Source: an optimization exercise on an open RTL-to-GDS flow (aim: small area, a short achievable clock period and few clock cycles). Production flows keep margins and buffers that such runs may drop. For this run, only the layout was checked, not whether the RTL still works. Power and IR drop assume default switching activity.

==> flow/design.v <==
module sixel_encoder (
    input  wire        clk,
    input  wire        rst,           
    input  wire        start,         
    input  wire [15:0] width,
    input  wire [15:0] height,
    input  wire [15:0] dbuf_base,
    input  wire [7:0]  ncols,
    output reg         busy,
    output reg         done,
    output reg  [2:0]  err_code,
    output reg         mem_req,
    output reg  [15:0] mem_addr,
    input  wire [7:0]  mem_rdata,
    output reg         out_valid,
    output reg  [7:0]  out_data,
    input  wire        out_ready
);
    localparam E_NONE    = 3'd0;
    localparam E_PRECOND = 3'd3;
    localparam E_BUS     = 3'd6;
    localparam E_CONFIG  = 3'd7;
    localparam S_IDLE      = 5'd0;
    localparam S_CHECK     = 5'd1;
    localparam S_FINISH    = 5'd2;
    localparam S_SEG_START = 5'd3;
    localparam S_SEG_PC    = 5'd4;
    localparam S_COL_START = 5'd5;
    localparam S_ROW_REQ   = 5'd6;
    localparam S_ROW_WAIT  = 5'd7;
    localparam S_ROW_CAP   = 5'd8;
    localparam S_COL_DONE  = 5'd9;
    localparam S_COL_NEWRUN= 5'd10;
    localparam S_COL_ADV   = 5'd11;
    localparam S_RUN       = 5'd12;
    localparam S_LIT       = 5'd13;
    localparam S_RUN_NUM   = 5'd14;
    localparam S_RUN_CH    = 5'd15;
    localparam S_TERM      = 5'd16;
    localparam S_SEG_NEXT  = 5'd17;
    localparam S_NUM_START = 5'd18;
    localparam S_NUM_DIG   = 5'd19;
    localparam S_EMIT_WAIT = 5'd20;
    reg [4:0]  state;
    reg [4:0]  emit_ret;      
    reg [4:0]  num_ret;       
    reg [4:0]  run_ret;       
    reg [15:0] c_w, c_h, c_base;
    reg [7:0]  c_n;
    reg [15:0] band_base;     
    reg [15:0] rows_left;     
    reg [7:0]  pc;
    reg [15:0] col;
    reg [2:0]  k;             
    reg [15:0] row_addr;      
    reg [5:0]  mask;
    reg [7:0]  cur_ch;
    reg [7:0]  new_ch;
    reg [15:0] run_len;
    reg [1:0]  rep;
    reg [15:0] num;
    reg [2:0]  dig;
    wire [32:0] wh      = c_w * c_h;
    wire [32:0] dbr_end = {17'd0, c_base} + wh;
    reg  [2:0]  chk_err;
    always @(*) begin
        if (c_n == 8'd0)                               chk_err = E_PRECOND;
        else if (c_w == 16'd0 || c_h == 16'd0)         chk_err = E_CONFIG;
        else if (dbr_end > 33'h10000)                  chk_err = E_BUS;
        else                                           chk_err = E_NONE;
    end
    function [19:0] to_bcd;
        input [15:0] bin;
        integer i;
        reg [35:0] s;
        begin
            s = {20'd0, bin};
            for (i = 0; i < 16; i = i + 1) begin
                if (s[19:16] >= 4'd5) s[19:16] = s[19:16] + 4'd3;
                if (s[23:20] >= 4'd5) s[23:20] = s[23:20] + 4'd3;
                if (s[27:24] >= 4'd5) s[27:24] = s[27:24] + 4'd3;
                if (s[31:28] >= 4'd5) s[31:28] = s[31:28] + 4'd3;
                if (s[35:32] >= 4'd5) s[35:32] = s[35:32] + 4'd3;
                s = s << 1;
            end
            to_bcd = s[35:16];
        end
    endfunction
    wire [19:0] bcd = to_bcd(num);
    wire [2:0]  ndig = (bcd[19:16] != 4'd0) ? 3'd5 :
                       (bcd[15:12] != 4'd0) ? 3'd4 :
                       (bcd[11:8]  != 4'd0) ? 3'd3 :
                       (bcd[7:4]   != 4'd0) ? 3'd2 : 3'd1;
    reg  [3:0]  dig_val;
    always @(*) begin
        case (dig)
            3'd4:    dig_val = bcd[19:16];
            3'd3:    dig_val = bcd[15:12];
            3'd2:    dig_val = bcd[11:8];
            3'd1:    dig_val = bcd[7:4];
            default: dig_val = bcd[3:0];
        endcase
    end
    wire [7:0] sixchar  = 8'h3F + {2'b00, mask};
    wire       last_col = (col + 16'd1 == c_w);
    wire       last_pc  = (pc == c_n);
    wire       row_here = ({13'd0, k} < rows_left);
    always @(posedge clk) begin
        if (rst) begin
            state     <= S_IDLE;
            emit_ret  <= S_IDLE;
            num_ret   <= S_IDLE;
            run_ret   <= S_IDLE;
            busy      <= 1'b0;
            done      <= 1'b0;
            err_code  <= E_NONE;
            mem_req   <= 1'b0;
            mem_addr  <= 16'd0;
            out_valid <= 1'b0;
            out_data  <= 8'd0;
            c_w       <= 16'd0;
            c_h       <= 16'd0;
            c_base    <= 16'd0;
            c_n       <= 8'd0;
            band_base <= 16'd0;
            rows_left <= 16'd0;
            pc        <= 8'd0;
            col       <= 16'd0;
            k         <= 3'd0;
            row_addr  <= 16'd0;
            mask      <= 6'd0;
            cur_ch    <= 8'd0;
            new_ch    <= 8'd0;
            run_len   <= 16'd0;
            rep       <= 2'd0;
            num       <= 16'd0;
            dig       <= 3'd0;
        end else begin
            done    <= 1'b0;
            mem_req <= 1'b0;
            case (state)
                S_IDLE: begin
                    if (start) begin
                        c_w    <= width;
                        c_h    <= height;
                        c_base <= dbuf_base;
                        c_n    <= ncols;
                        busy   <= 1'b1;
                        state  <= S_CHECK;
                    end
                end
                S_CHECK: begin
                    band_base <= c_base;
                    rows_left <= c_h;
                    pc        <= 8'd0;
                    col       <= 16'd0;
                    err_code  <= chk_err;
                    state     <= (chk_err != E_NONE) ? S_FINISH : S_SEG_START;
                end
                S_SEG_START: begin
                    out_valid <= 1'b1;
                    out_data  <= 8'h23;
                    emit_ret  <= S_SEG_PC;
                    state     <= S_EMIT_WAIT;
                end
                S_SEG_PC: begin
                    num     <= {8'd0, pc};
                    num_ret <= S_COL_START;
                    state   <= S_NUM_START;
                end
                S_COL_START: begin
                    k        <= 3'd0;
                    mask     <= 6'd0;
                    row_addr <= band_base + col;
                    state    <= S_ROW_REQ;
                end
                S_ROW_REQ: begin
                    if (row_here) begin
                        mem_req  <= 1'b1;
                        mem_addr <= row_addr;
                        state    <= S_ROW_WAIT;
                    end else begin
                        state    <= S_COL_DONE;
                    end
                end
                S_ROW_WAIT: state <= S_ROW_CAP;
                S_ROW_CAP: begin
                    if (mem_rdata == pc) mask[k] <= 1'b1;
                    k        <= k + 3'd1;
                    row_addr <= row_addr + c_w;
                    state    <= (k == 3'd5) ? S_COL_DONE : S_ROW_REQ;
                end
                S_COL_DONE: begin
                    if (col == 16'd0) begin
                        cur_ch  <= sixchar;
                        run_len <= 16'd1;
                        state   <= S_COL_ADV;
                    end else if (sixchar == cur_ch) begin
                        run_len <= run_len + 16'd1;
                        state   <= S_COL_ADV;
                    end else begin
                        new_ch  <= sixchar;
                        run_ret <= S_COL_NEWRUN;
                        state   <= S_RUN;
                    end
                end
                S_COL_NEWRUN: begin
                    cur_ch  <= new_ch;
                    run_len <= 16'd1;
                    state   <= S_COL_ADV;
                end
                S_COL_ADV: begin
                    if (last_col) begin
                        run_ret <= S_TERM;
                        state   <= S_RUN;
                    end else begin
                        col   <= col + 16'd1;
                        state <= S_COL_START;
                    end
                end
                S_RUN: begin
                    if (run_len <= 16'd3) begin
                        rep   <= run_len[1:0];
                        state <= S_LIT;
                    end else begin
                        out_valid <= 1'b1;
                        out_data  <= 8'h21;
                        emit_ret  <= S_RUN_NUM;
                        state     <= S_EMIT_WAIT;
                    end
                end
                S_LIT: begin
                    if (rep == 2'd0) begin
                        state <= run_ret;
                    end else begin
                        rep       <= rep - 2'd1;
                        out_valid <= 1'b1;
                        out_data  <= cur_ch;
                        emit_ret  <= S_LIT;
                        state     <= S_EMIT_WAIT;
                    end
                end
                S_RUN_NUM: begin
                    num     <= run_len;
                    num_ret <= S_RUN_CH;
                    state   <= S_NUM_START;
                end
                S_RUN_CH: begin
                    out_valid <= 1'b1;
                    out_data  <= cur_ch;
                    emit_ret  <= run_ret;
                    state     <= S_EMIT_WAIT;
                end
                S_TERM: begin
                    out_valid <= 1'b1;
                    out_data  <= last_pc ? 8'h2D : 8'h24;
                    emit_ret  <= S_SEG_NEXT;
                    state     <= S_EMIT_WAIT;
                end
                S_SEG_NEXT: begin
                    col <= 16'd0;
                    if (last_pc) begin
                        pc <= 8'd0;
                        if (rows_left <= 16'd6) begin
                            state <= S_FINISH;
                        end else begin
                            band_base <= band_base + {c_w[13:0], 2'b00} + {c_w[14:0], 1'b0};
                            rows_left <= rows_left - 16'd6;
                            state     <= S_SEG_START;
                        end
                    end else begin
                        pc    <= pc + 8'd1;
                        state <= S_SEG_START;
                    end
                end
                S_NUM_START: begin
                    dig   <= ndig - 3'd1;
                    state <= S_NUM_DIG;
                end
                S_NUM_DIG: begin
                    out_valid <= 1'b1;
                    out_data  <= 8'h30 + {4'd0, dig_val};
                    emit_ret  <= (dig == 3'd0) ? num_ret : S_NUM_DIG;
                    dig       <= dig - 3'd1;
                    state     <= S_EMIT_WAIT;
                end
                S_EMIT_WAIT: begin
                    if (out_ready) begin
                        out_valid <= 1'b0;
                        state     <= emit_ret;
                    end
                end
                S_FINISH: begin
                    busy  <= 1'b0;
                    done  <= 1'b1;
                    state <= S_IDLE;
                end
                default: state <= S_IDLE;
            endcase
        end
    end
endmodule
==> flow/run.sh <==
#!/bin/bash
# synth_recipe.tcl (not shown) runs the flow's synth.tcl, then flattens the netlist and writes it again
# the make line also repeats each setting of config.mk as NAME=value (left out here)
make -C /OpenROAD-flow-scripts/flow DESIGN_CONFIG=/design/flow/config.mk WORK_HOME=/design/flow/orfs CLKGATE_MAP_FILE= SYNTH_SCRIPT=/design/flow/synth_recipe.tcl finish
==> flow/config.mk <==
export PLATFORM = sky130hd
export DESIGN_NAME = sixel_encoder
export DESIGN_NICKNAME = sixel_encoder
export VERILOG_FILES = /design/flow/design.v
export SDC_FILE = /design/flow/constraint.sdc
export NUM_CORES = 4
export LEC_CHECK = 0
export CAP_MARGIN = 20
export CORE_MARGIN = 2
export CORE_UTILIZATION = 40
export SLEW_MARGIN = 20
==> flow/constraint.sdc <==
create_clock -name core_clock -period 13.0 [get_ports {clk}]
set_input_delay 2.6000 -clock core_clock [delete_from_list [all_inputs] [get_ports {clk}]]
set_output_delay 2.6000 -clock core_clock [all_outputs]
set_load 0.01 [all_outputs]
==> results.toml <==
[status]
status = "no timing/DRC/antenna violations"

[clock_tree]
numCtsBuffers = 28
cts_hold_buf = 0
clkTransAtPathRegs_ns = 0.06
cts-htree-levels = 1
clk_latency_ns = 0.59
clock_sinks = 232
cts_tree = "yes"
cts_buffer_depth = 3
clockRootBuffer = "clkbuf_16"

[sta]
final.setup_skew_ns = 0.04117
fmax_ghz = 0.08217
setup_tns_ns = 0
period_needed_ns = 12.17
tightest_slew_ns = 1.059
hold_viol_final = 0
fin_ws_ns = 0.8298
max_slew_margin_pct = 29.39
maxSlewViolCount = 0
period_share_pct = 93.62
setup_viol_count_final = 0

[logic_synthesis]
postSynth.asyncResetShare_pct = 0
syn-num-nets = 4130
synth.largest_area_cell = "dfxtp_1"
synth-seq-area-share_pct = 16.71
synth-seq-cells = 232
syn_avg_cell_area_um2 = 7.671
ys.flop_type = "dfxtp_1"
ys.warnings.count = 1
synth_top_cell_area_share_pct = 16.71
syn-instance-count = 3624
synth_edf_count = 0
syn_area_um2 = 27800
synth_cell_type_count = 109
ys_top_cells_by_area = "dfxtp_1 (17%), fa_1 (16%), ha_1 (9.5%), nand2_1 (6.8%), inv_1 (4.8%)"

[grt]
grtUsageMet1_pct = 30.15
grt.busiest_layer = "met2"
gr-total-overflow = 0
grt_pass1_wl_mm = 130.1
grt_pass1_vias = 24470
track_usage_pct = 22.21
grt_use_met3_pct = 1.903
grt_use_met2_pct = 38.13
antenna_found_initial = 0
grt_max_degree = 92

[die]
die_x_um = 267.6
die_h_um = 267.6
rows = 96
dieArea_um2 = 71620
num_io_pins = 99
core_um2 = 68710
initial_core_util_pct = 40.46

[worst_hold_path]
hp-class = "reg2reg"

[detailed_routing]
dr_total_vias = 25470
wl_mm = 79.96
drc_errors = 0
avgViaCountPerCell = 5.578
postRouteAntennaNets = 0
dr.pass1.iters = 6
routedWlPerCell_um = 17.52
drt_iter0_drc = 1960

[critical_path]
worstSetupStartpointType = "flop"
timing.critical_path.mode_cell = "ha_1"
crit_arrival_ns = 12.70
criticalPathCategory = "reg2reg"
cpMaxStageDelayCell = "or4b_1"
endpoint_kind = "flop"
crit_fanout = 9
max_stage_delay_ns = 0.58
crit_required_ns = 13.53

[placed_design]
io_buffers = 97
hpwl_mm = 59.93
dp_cells = 4494
placed_area_um2 = 29540
gp_congestion = 0.9413
place_ws_ns = -0.2121

[final_layout]
stdcell_area_um2 = 30890
drive_gt1_share_pct = 6.716
ff_latch_area_um2 = 4646
fillers = 6944
instances_no_fill = 4565
fin_nets = 4117
multi_input_area_um2 = 21240
area_delta_synth_final_pct = 11.12

[run]
maxCapViolCount = 0

[power]
power_per_cell_area_nw_per_um2 = 69.18
vdd_drop_max_mv = 0.08205
power_leakage_nw = 13.62
-- cells in the mapped netlist, drive strengths merged, types with 10 or more instances --
master,n
or3,19
nor2b,29
o21ai,158
ha,211
a31oi,31
o221ai,14
buf,37
o22ai,21
a21oi,238
nand3,80
xnor2,69
nor2,316
and2,99
a22oi,38
a21o,43
or2,13
nor3,98
nand4,30
nor4,34
nor3b,10
o2111ai,17
nand2b,39
dfxtp,232
a21boi,14
and3,32
mux2,14
a311oi,13
a211oi,58
mux2i,45
o31ai,18
xor2,71
o211ai,32
o21a,28
clkbuf,180
a2111oi,11
nand2,504
inv,356
fa,227
-- report_power, final --
part / internal [mW] / leakage [nW] / switching (mW)
registers: 0.738 / 1.88 / 0.0556
logic: 0.208 / 11.3 / 0.325
clock network: 0.467 / 0.461 / 0.343
total: 1.41 / 13.6 / 0.724
-- final cells by class --
class	instances	area share, %
well taps	931	3.771
clock inverters	15	0.5185
clock buffers	37	2.540
flip-flops and latches	232	15.04
diodes	1	0.008101
multi-input cells	2817	68.75
repair buffers	174	5.019
inverters	358	4.350
-- cell families (layout without fill, tap and decap cells) --
logic type               count (synthesis)  after routing  synth area share [%]
other                                    1              2               0.01349
multiplexers                            59             59                 2.273
adder cells (fa/ha/maj)                439            439                 25.88
flip-flops                             232            232                 16.71
XOR/XNOR                               141            141                 4.519
AND/OR/NAND/NOR                       1329           1329                 22.14
AO/OA/AOI/OAI                          848            848                 20.53
buffers and inverters                  575            584                 7.935
-- flip-flops by register name (all words and copies together), names as in the netlist, 3 cells and up --
signal / cells
band_base: 16
c_base: 16
c_h: 16
c_w: 16
col: 16
mem_addr: 16
num: 16
row_addr: 16
rows_left: 16
run_len: 16
c_n: 8
pc: 8
cur_ch: 7
new_ch: 7
out_data: 7
mask: 6
emit_ret: 5
state: 5
dig: 3
err_code: 3
k: 3
-- per-stage QoR --
| step | hold WS, ns | util (%) | total power [mW] |
|---|---|---|---|
| global route | 0.4716 | 44.96 | 2.250 |
| detailed placement | 0.4481 | 43.00 | 1.343 |
| global placement | 0.4414 | 43.00 | 1.336 |
| CTS | 0.4564 | 44.42 | 2.159 |
| finish | 0.4541 | 44.96 | 2.137 |
| floorplan | 0.4319 | - | 1.157 |
-- placed cells by master, fill, tap and decap left out, types with 13 or more instances in the layout --
master	synthesis	routed
a211oi_1	54	52
a31oi_1	31	30
nand2_1	504	501
a22oi_1	38	37
clkdlybuf4s50_1	0	96
o31ai_1	16	15
xor2_1	71	71
ha_1	211	208
a21o_1	43	43
o22ai_1	20	20
inv_1	353	351
o2111ai_1	17	17
o21a_1	27	27
nor2b_1	28	27
nor2_1	315	313
dfxtp_1	232	231
and3_1	32	30
nand2b_1	39	39
xnor2_1	68	65
o211ai_1	30	30
nand3_1	80	78
nor3_1	94	93
buf_4	2	77
or3_1	19	19
o221ai_1	14	14
nor4_1	33	30
clkbuf_16	0	28
a21oi_1	232	227
and2_1	99	97
fa_1	227	227
o21ai_0	143	142
mux2i_1	43	42
nand4_1	30	30
a311oi_1	13	13
-- worst max-delay path, delay by kind of cell (launching register included) --
kind,cells,cell delay [ns]
multiplexers,2,0.80
adder cells (fa/ha/maj),12,2.68
AO/OA/AOI/OAI,18,3.49
buffers and inverters,6,0.55
XOR/XNOR,5,0.98
flip-flops,1,0.40
AND/OR/NAND/NOR,17,3.18
-- final timing paths --
kind | startpoint | end | slack [ns] | cells after the start
max | num[14] | dig[1] | 0.83 | 60
min | c_w[13] | c_w[13] | 0.45 | 2
max reg2reg | num[14] | dig[1] | 0.83 | 60
min reg2reg | c_w[13] | c_w[13] | 0.45 | 2
-- routing by layer --
layer  share of wire [%]  routed length, µm  vias up
met5                   0                  0        -
met4                 2.5               1990        0
met3                 4.9               3890      121
met2                  47              37810      717
met1                  45              36280    12220
li1                    -                  -    12410
-- repair_timing --
action | in CTS | in global routing
gates resized for setup | 7 | 48
pin swaps | 2 | 14
setup endpoints to repair | 2 | 7
gates cloned | 0 | 0
setup buffers | 1 | 16
endpoints found under the hold margin | 0 | 0

## port drivers added, routing unchanged
How much do the figures lean on ideal ports? The routed layout below was timed once more, with nothing changed but the port constraints.
Step 1 (the two cells are an assumption about what drives the block):
set clk [get_ports {clk}]
set_driving_cell -lib_cell sky130_fd_sc_hd__clkbuf_16 $clk
set_driving_cell -lib_cell sky130_fd_sc_hd__buf_2 [delete_from_list [all_inputs] $clk]
Step 2 also shifts input and output timing later by t, the mid clock arrival at the registers, as if the neighbouring blocks saw the same clock.
a / b / c = no drivers / after step 1 / after step 2; a / b = the first two.
t, ns: 0.633
setup WS [ns]: 0.830 / 0.830 / 0.830
worst setup path at the end: register to register
worst data-port slew with drivers (ns): 0.10
cell pins on the clock port's net: 1
After both steps setup and hold are still met in this run. The setup slack of this run moves by 0.000 ns with the drivers and by 0.000 ns with both steps.
